From an optimization exercise on the open Yosys and OpenROAD flow, aimed at small area and few clock cycles; shortcuts taken in it are not production practice. The RTL was checked by simulation tests, not by an equivalence proof against the original design. Power figures rest on the tool's default switching activity, not on a simulated workload.

## snpe
module snpe (
    input  wire        clk,
    input  wire        rst,
    input  wire        cmd_valid,
    output wire        cmd_ready,
    input  wire [7:0]  cmd_data,
    input  wire        cmd_last,
    output wire        rsp_valid,
    input  wire        rsp_ready,
    output wire [7:0]  rsp_data,
    output wire        rsp_last,
    input  wire [31:0] now,
    input  wire [15:0] rnd
);
Size: about 2500 cells after synthesis, about 650 flip-flops, about 72 I/O pins.
Settings: LEC_CHECK=0, CAP_MARGIN=20, CORE_MARGIN=2, CORE_UTILIZATION=70, SLEW_MARGIN=20, POST_FLOORPLAN_TCL=/design/flow/flow/restructure.tcl, BUFFER_PORTS_ARGS=-buffer_cell sky130_fd_sc_hd__buf_1, CTS_ARGS=-sink_clustering_enable -repair_clock_nets -dont_use_dummy_load -buf_list sky130_fd_sc_hd__clkbuf_8 -sink_clustering_size 16 -sink_clustering_max_diameter 45; clock period 10.0 ns.
standard.sh (not shown) runs the stock make flow with config.mk's settings and CLKGATE_MAP_FILE= SYNTH_SCRIPT=/design/flow/synth_recipe.tcl, a recipe that flattens the netlist after the stock synthesis.
==> flow/flow/run.sh <==
#!/bin/bash
# The standard layout (standard.sh: standard synthesis, floorplan, place,
# CTS, route, finish) with three changes:
#  - after floorplanning, OpenROAD's restructure re-maps the combinational
#    logic for area (flow/restructure.tcl, two passes, with a liberty copy
#    that leaves out the platform's don't-use cells); registers are not touched;
#  - port buffers use sky130_fd_sc_hd__buf_1 (every port still gets one);
#  - clock tree synthesis uses clkbuf_8 buffers, sink clusters of up to 16
#    flip-flops within 45 um, and no dummy loads for balancing.
# Each tool's output goes to the ORFS logs under orfs/logs; make's own output
# goes to standard.log.
set -o pipefail
HERE=$(pwd)
cat >> config.mk <<EOC
export POST_FLOORPLAN_TCL = $HERE/flow/restructure.tcl
export BUFFER_PORTS_ARGS = -buffer_cell sky130_fd_sc_hd__buf_1
export CTS_ARGS = -sink_clustering_enable -repair_clock_nets -dont_use_dummy_load -buf_list sky130_fd_sc_hd__clkbuf_8 -sink_clustering_size 16 -sink_clustering_max_diameter 45
EOC
bash standard.sh > standard.log 2>&1
==> flow/flow/restructure.tcl <==
# Area-oriented re-synthesis of the combinational logic with OpenROAD's
# restructure (ABC); registers are not touched. restructure does not honour
# set_dont_use, so it gets a copy of the platform liberty without the
# platform's don't-use cells.
set rmp_dir $::env(OBJECTS_DIR)/rmp
file mkdir $rmp_dir
set src_lib $::env(PLATFORM_DIR)/lib/sky130_fd_sc_hd__tt_025C_1v80.lib
set dst_lib $rmp_dir/restructure.lib
set dont_use {}
foreach c $::env(DONT_USE_CELLS) { dict set dont_use $c 1 }
set fi [open $src_lib r]
set fo [open $dst_lib w]
set skip 0
set depth 0
while {[gets $fi line] >= 0} {
  if {!$skip && [regexp {^\s*cell\s*\(\s*"?([A-Za-z0-9_]+)"?\s*\)} $line -> name]} {
    if {[dict exists $dont_use $name]} {
      set skip 1
      set depth 0
    }
  }
  if {$skip} {
    incr depth [expr {[regexp -all {\{} $line] - [regexp -all {\}} $line]}]
    if {$depth <= 0 && [regexp {\}} $line]} { set skip 0 }
    continue
  }
  puts $fo $line
}
close $fi
close $fo
foreach pass {1 2} {
  restructure -target area -liberty_file $dst_lib \
    -tielo_port sky130_fd_sc_hd__conb_1/LO -tiehi_port sky130_fd_sc_hd__conb_1/HI \
    -work_dir $rmp_dir
}
The baseline finished with timing, DRC and antenna clean.
Testbench counts at the start, summed over its fixed seeds: cycles 66,251.
Edit:
--- a/flow/flow/run.sh
+++ b/flow/flow/run.sh
@@ -5 +5 @@
-#    logic for area (flow/restructure.tcl, two passes, with a liberty copy
+#    logic for area (flow/restructure.tcl, four passes, with a liberty copy
--- a/flow/flow/restructure.tcl
+++ b/flow/flow/restructure.tcl
@@ -31 +31 @@
-foreach pass {1 2} {
+foreach pass {1 2 3 4} {
CORE_UTILIZATION = 60   (was 70)
Result: Register-to-register slack is better by 0.24 ns. Die area rose by 16%. Wire length rose by 2.6%. Cell count rose by 3.0%. Total power rose by 3.0%. Core utilization fell by 11 points.

[static timing again, ports no longer ideal]
In the flow no input, the clock included, has a driving cell. The finished layouts below were timed again as built, in two steps.
Step 1 assumes that a clkbuf_16 drives the clock port and a buf_2 every other input.
Step 2 also shifts input and output timing later by t, the mid clock arrival at the registers, as if the neighbouring blocks saw the same clock.
Slacks: ideal ports / drivers / drivers and shift; pairs: ideal ports / drivers.
run | shift t [ns] | slack for setup (ns) | worst setup path at the end
the first run | 0.751 | 0.303 / 0.242 / -0.014 | input to register
the second run | 0.719 | 0.832 / 0.873 / 0.155 | input to register
Met with ideal ports but missed after step 2: setup timing in the first run. For the second run, which loses most, drivers alone change the setup slack by +0.041 ns; drivers and shift together by -0.677 ns.
